This is an optimization exercise on Yosys and OpenROAD, whose aim is small area and a short achievable clock period, not a production implementation.
Where RTL was checked, it was by simulation tests only, not by an equivalence proof against the original.
Power and IR drop assume default switching activity.

## wlfc_fx
module wlfc_fx (
    input  wire        clk,
    input  wire        rst,         
    input  wire        in_valid,
    input  wire [2:0]  in_op,       
    input  wire [63:0] in_a,
    output reg         out_valid,
    output reg  [63:0] out_data
);
For scale: about 1500 cells after synthesis, ~140 I/O pins.
export LEC_CHECK = 0
export ABC_AREA = 1
export CAP_MARGIN = 20
export CORE_MARGIN = 2
export CORE_UTILIZATION = 40
export SLEW_MARGIN = 20
create_clock -name core_clock -period 5.5 [get_ports {clk}]
standard.sh (not shown) runs the stock make flow with config.mk's settings and CLKGATE_MAP_FILE= SYNTH_SCRIPT=/design/flow/synth_recipe.tcl, a recipe that flattens the netlist after the stock synthesis.
==> flow/flow/run.sh <==
#!/bin/bash
# The standard layout (the standard.sh, ORFS synth to finish), except
# that the port buffers ORFS inserts on every input and output use the
# smallest buffer cell, sky130_fd_sc_hd__buf_1, instead of its default.
set -euo pipefail
cd "$(dirname "${BASH_SOURCE[0]}")/.."
bash standard.sh finish "BUFFER_PORTS_ARGS=-buffer_cell sky130_fd_sc_hd__buf_1" > standard_finish.log 2>&1
The starting point ran to the end with no violations.
Rerun with:
--- a/flow/config.mk
+++ b/flow/config.mk
@@ -7,3 +7,2 @@
 export LEC_CHECK = 0
-export ABC_AREA = 1
 export CAP_MARGIN = 20
Global-route usage goes down by 2.0 points.
Wire length goes down by 17%.
Register-to-register slack is worse by 780 ps.
Setup slack is worse by 420 ps.
Function was not checked in any run of this note: the RTL went through the layout flow alone.

========
Setup of onyx:
The RTL this note starts from:
==> flow/design.v <==
module wlfc_fx (
    input  wire        clk,
    input  wire        rst,         
    input  wire        in_valid,
    input  wire [2:0]  in_op,       
    input  wire [63:0] in_a,
    output reg         out_valid,
    output reg  [63:0] out_data
);
    wire [31:0] w = in_a[31:0];
    wire        op_fl = in_op[2];                         
    wire        op_ff = ~in_op[2] & (in_op[1:0] == 2'd1);
    wire        op_in = ~in_op[2] & (in_op[1:0] == 2'd2);
    wire        op_fr = ~in_op[2] & (in_op[1:0] == 2'd3);
    wire [10:0] ff_e  = in_a[62:52];
    wire [41:0] ff_m  = {1'b1, in_a[51:11]};
    wire        ff_hi = ff_e[10];
    wire        ff_lo = ~ff_e[10] & (&ff_e[9:5]);
    wire [41:0] ff_a  = ff_hi ? ff_m : (ff_lo ? {32'd0, ff_m[41:32]} : 42'd0);
    wire [31:0] fl_x = {1'b0, w[30:0] ^ {31{w[31]}}};
    wire [15:0] v1;  wire [15:0] p1;
    wire [7:0]  v2;  wire [15:0] p2;
    wire [3:0]  v3;  wire [11:0] p3;
    wire [1:0]  v4;  wire [7:0]  p4;
    genvar g;
    generate
        for (g = 0; g < 16; g = g + 1) begin : l1
            assign v1[g] = fl_x[2*g+1] | fl_x[2*g];
            assign p1[g] = fl_x[2*g+1];
        end
        for (g = 0; g < 8; g = g + 1) begin : l2
            assign v2[g] = v1[2*g+1] | v1[2*g];
            assign p2[2*g+1 -: 2] = v1[2*g+1] ? {1'b1, p1[2*g+1]} : {1'b0, p1[2*g]};
        end
        for (g = 0; g < 4; g = g + 1) begin : l3
            assign v3[g] = v2[2*g+1] | v2[2*g];
            assign p3[3*g+2 -: 3] = v2[2*g+1] ? {1'b1, p2[4*g+3 -: 2]} : {1'b0, p2[4*g+1 -: 2]};
        end
        for (g = 0; g < 2; g = g + 1) begin : l4
            assign v4[g] = v3[2*g+1] | v3[2*g];
            assign p4[4*g+3 -: 4] = v3[2*g+1] ? {1'b1, p3[6*g+5 -: 3]} : {1'b0, p3[6*g+2 -: 3]};
        end
    endgenerate
    wire [4:0]  fl_q  = v4[1] ? {1'b1, p4[7:4]} : {1'b0, p4[3:0]};
    wire        fl_xz = ~(v4[1] | v4[0]);
    wire        fl_n    = w[31];
    wire        fl_h16  = fl_n ? ~&w[30:16] : |w[30:16];
    wire        fl_h24  = fl_n ? ~&w[30:24] : |w[30:24];
    wire        fl_h8   = fl_n ? ~&w[15:8]  : |w[15:8];
    wire [1:0]  fl_q43  = {fl_h16, fl_h16 ? fl_h24 : fl_h8};
    reg [63:0] sa;
    reg [4:0]  ss;
    always @(*) begin
        if (op_fl) begin
            sa = {w[30:0], 33'd0};
            ss = {fl_q43, fl_q[2:0]};
        end else if (op_ff) begin
            sa = {22'd0, ff_a};
            ss = ~ff_e[4:0];
        end else begin
            sa = {w[30:16], {8{w[31] & ~op_fr}}, w[31:8] & {24{~op_fr}},
                  w[7] & ~op_in, w[6:0], 9'd0};
            ss = {op_in, op_fr, 3'd0};
        end
    end
    wire [47:0] sh16 = ss[4] ? sa[63:16]  : sa[47:0];
    wire [39:0] sh8  = ss[3] ? sh16[47:8] : sh16[39:0];
    reg        r1_v;
    reg        r1_fl;     
    reg        r1_ng;     
    reg [4:0]  r1_q;
    reg        r1_xz;
    reg [2:0]  r1_s;
    reg [39:0] r1_d;
    always @(posedge clk) begin
        if (rst)
            r1_v <= 1'b0;
        else
            r1_v <= in_valid;
        r1_fl <= op_fl;
        r1_ng <= op_fl ? w[31] : (op_ff & in_a[63]);
        r1_q  <= fl_q;
        r1_xz <= fl_xz;
        r1_s  <= ss[2:0];
        r1_d  <= sh8;
    end
    wire [35:0] sh4 = r1_s[2] ? r1_d[39:4] : r1_d[35:0];
    wire [33:0] sh2 = r1_s[1] ? sh4[35:2]  : sh4[33:0];
    wire [32:0] sh  = r1_s[0] ? sh2[33:1]  : sh2[32:0];
    wire [30:0] n_in = {sh[32:9], sh[8:2] & {7{r1_fl}}};
    wire [30:0] po0 = n_in;
    wire [30:0] po1, po2, po3, po4, po5;
    genvar b;
    generate
        for (b = 0; b < 31; b = b + 1) begin : pfx
            assign po1[b] = (b % 2  >= 1)  ? po0[b] | po0[b - (b % 2)  + 0] : po0[b];
            assign po2[b] = (b % 4  >= 2)  ? po1[b] | po1[b - (b % 4)  + 1] : po1[b];
            assign po3[b] = (b % 8  >= 4)  ? po2[b] | po2[b - (b % 8)  + 3] : po2[b];
            assign po4[b] = (b % 16 >= 8)  ? po3[b] | po3[b - (b % 16) + 7] : po3[b];
            assign po5[b] = (b % 32 >= 16) ? po4[b] | po4[b - (b % 32) + 15] : po4[b];
        end
    endgenerate
    wire [30:0] n_out = n_in ^ ({po5[29:0], 1'b0} & {31{r1_ng}});
    wire [8:0]  rnd   = {1'b0, sh[8:1]} + {8'd0, sh[0]};
    wire        fl_p2 = r1_ng & ~r1_xz & ~|sh[32:2];     
    wire        fl_z  = r1_xz & ~r1_ng;                  
    wire [10:0] fl_e0 = 11'd1015 + {6'd0, r1_q};
    wire [10:0] fl_e1 = 11'd1016 + {6'd0, r1_q};
    wire [10:0] fl_e  = fl_z ? 11'd0 : (fl_p2 ? fl_e1 : fl_e0);
    reg        r2_fl;
    reg        r2_ng;
    reg [30:0] r2_n;      
    reg [10:0] r2_x;      
    always @(posedge clk) begin
        if (rst)
            out_valid <= 1'b0;
        else
            out_valid <= r1_v;
        r2_fl <= r1_fl;
        r2_ng <= r1_ng;
        r2_n  <= n_out;
        r2_x  <= r1_fl ? fl_e : {2'd0, rnd};
    end
    always @(*) begin
        if (r2_fl)
            out_data = {r2_ng, r2_x, r2_n, 21'd0};
        else
            out_data = {32'd0, r2_n[30:7], 8'h00} | {55'd0, r2_x[8:0]};
    end
endmodule
clock: 5.5 ns
lec_check: 0
abc_area: 1
cap_margin: 20
core_margin: 2
core_utilization: 40
cts_buf_list: sky130_fd_sc_hd__clkbuf_8
cts_cluster_size: 25
setup_slack_margin: 2.9
slew_margin: 20
Scripts as last shown in full above: flow/flow/run.sh
## Diff of input files: nickel against onyx
- CTS_CLUSTER_SIZE: 25 -> unset
- CTS_BUF_LIST: sky130_fd_sc_hd__clkbuf_8 -> unset
- SETUP_SLACK_MARGIN: 2.9 -> 3.0
nickel | stages: all done | timing, DRC, antenna: all pass
[compare] base=onyx new=nickel: clock power higher, first-pass GRT wire length has increased, final standard cell utilization of the core shows an increase of 3.5 points.
Of nickel and onyx, it is nickel that has the higher area of all placed cells without fillers.
The inputs of pepper differ from those of nickel as listed below.
- a change of SETUP_SLACK_MARGIN from 3.0 to 2.7
Compared with nickel, pepper shows a lower number of buffers added for setup after CTS.
nickel → pepper: count of nets after finishing down about 2.8%, wire length of the first global-routing pass down 8.2%.
The setup slack of pepper is smaller than that of nickel.
The lower routed length on met2 of pepper and nickel is in pepper.
Delta(placer congestion estimate, pepper - nickel) > 0
Between nickel and pepper, the post-route worst hold slack figures differ only marginally.
pepper vs nickel — number of cells upsized or downsized after cts dropped by more than half
Sort pepper and nickel by post-layout minimum cycle time, descending, and pepper comes first.
Edits applied to the flow inputs when going from pepper to raven:
- SETUP_SLACK_MARGIN changed from 2.7 to 2.8
- CTS_BUF_LIST newly set to sky130_fd_sc_hd__clkbuf_8
### Flow results
Comparing raven and pepper, part of the total power dissipated in combinational logic is lower on pepper. Of raven and pepper, the run reporting the lower sum of buffers and inverters on the critical path was raven. [compare] base=pepper new=raven: total chip power went down by 150 µW; first-iteration DRC count went down by 17%; fraction of area in registers was more or less identical; register-to-register slack went up by 80 ps; ratio of total power to cell area went down by 16 nW/µm². On growth of design area from synthesis to finish: between raven and pepper, it ends up higher for pepper. The higher worst setup slack came out of raven. Part of the power in the clock network in raven is 5.2 points below pepper.
--- input diff raven..sierra ---
- SETUP_SLACK_MARGIN now 3.1, was 2.8
- CTS_BUF_LIST no longer set, was sky130_fd_sc_hd__clkbuf_8
==> comparison <==
raven vs sierra, slowest cell on the critical path: dfxtp_4 vs nor4_4
For raven, the capture point of the critical path was out_data[24], unlike sierra, where it was r1_d[38]$_DFF_P_.
[sierra vs raven] relative max-transition margin: higher in sierra
Between raven and sierra, the aggregate negative setup slack figures differ only marginally.
Cell count of the worst reg-to-reg path (higher): sierra
Routed metal-1 wire length (raven / sierra): 0.925
Going from raven to sierra, wire length of the first global-routing pass +6.4%, instance area at placement +1.1%, arrival time at the worst endpoint +1240 ps.

## separate check: timing with driven ports
In the flow no input, the clock included, has a driving cell. The finished layouts below were timed again as built, in two steps.
Step 1: set_driving_cell puts a clkbuf_16 on clk and a buf_2 on each other input, an assumption about the parent block.
Step 2 adds t to the input delays and takes it off the output delays; t is the mean of the earliest and latest rising clock arrival at the registers after step 1. Input paths then give back, and output paths get back, about the clock's delay inside the block.
Slacks: ideal ports / drivers / drivers and shift; pairs: ideal ports / drivers.
| run | t (ns) | setup WS [ns] | worst hold slack (ns) | latest minus earliest clock arrival (ns) | worst register clock-pin slew, ns |
|---|---|---|---|---|---|
| the first run of note 1 | 0.375 | 1.710 / 1.729 / 1.354 | 0.404 / 0.404 / 0.404 | 0.011 / 0.012 | 0.07 / 0.07 |
| the second run of note 1 | 0.381 | 1.295 / 1.318 / 0.937 | 0.436 / 0.436 / 0.436 | 0.008 / 0.009 | 0.06 / 0.06 |
| onyx | 0.421 | 2.967 / 2.974 / 2.553 | 0.410 / 0.410 / 0.410 | 0.016 / 0.016 | 0.10 / 0.10 |
| nickel | 0.394 | 3.013 / 3.011 / 2.618 | 0.406 / 0.406 / 0.406 | 0.014 / 0.015 | 0.07 / 0.07 |
| pepper | 0.392 | 2.786 / 2.806 / 2.414 | 0.405 / 0.405 / 0.405 | 0.009 / 0.009 | 0.07 / 0.07 |
| raven | 0.427 | 2.897 / 2.857 / 2.489 | 0.414 / 0.414 / 0.414 | 0.017 / 0.018 | 0.10 / 0.10 |
| sierra | 0.400 | 3.019 / 3.010 / 2.610 | 0.406 / 0.406 / 0.406 | 0.014 / 0.014 | 0.07 / 0.07 |
After both steps every run listed still meets setup and hold. The setup slack of onyx, which loses most, moves by +0.007 ns with the drivers and by -0.414 ns with both steps.
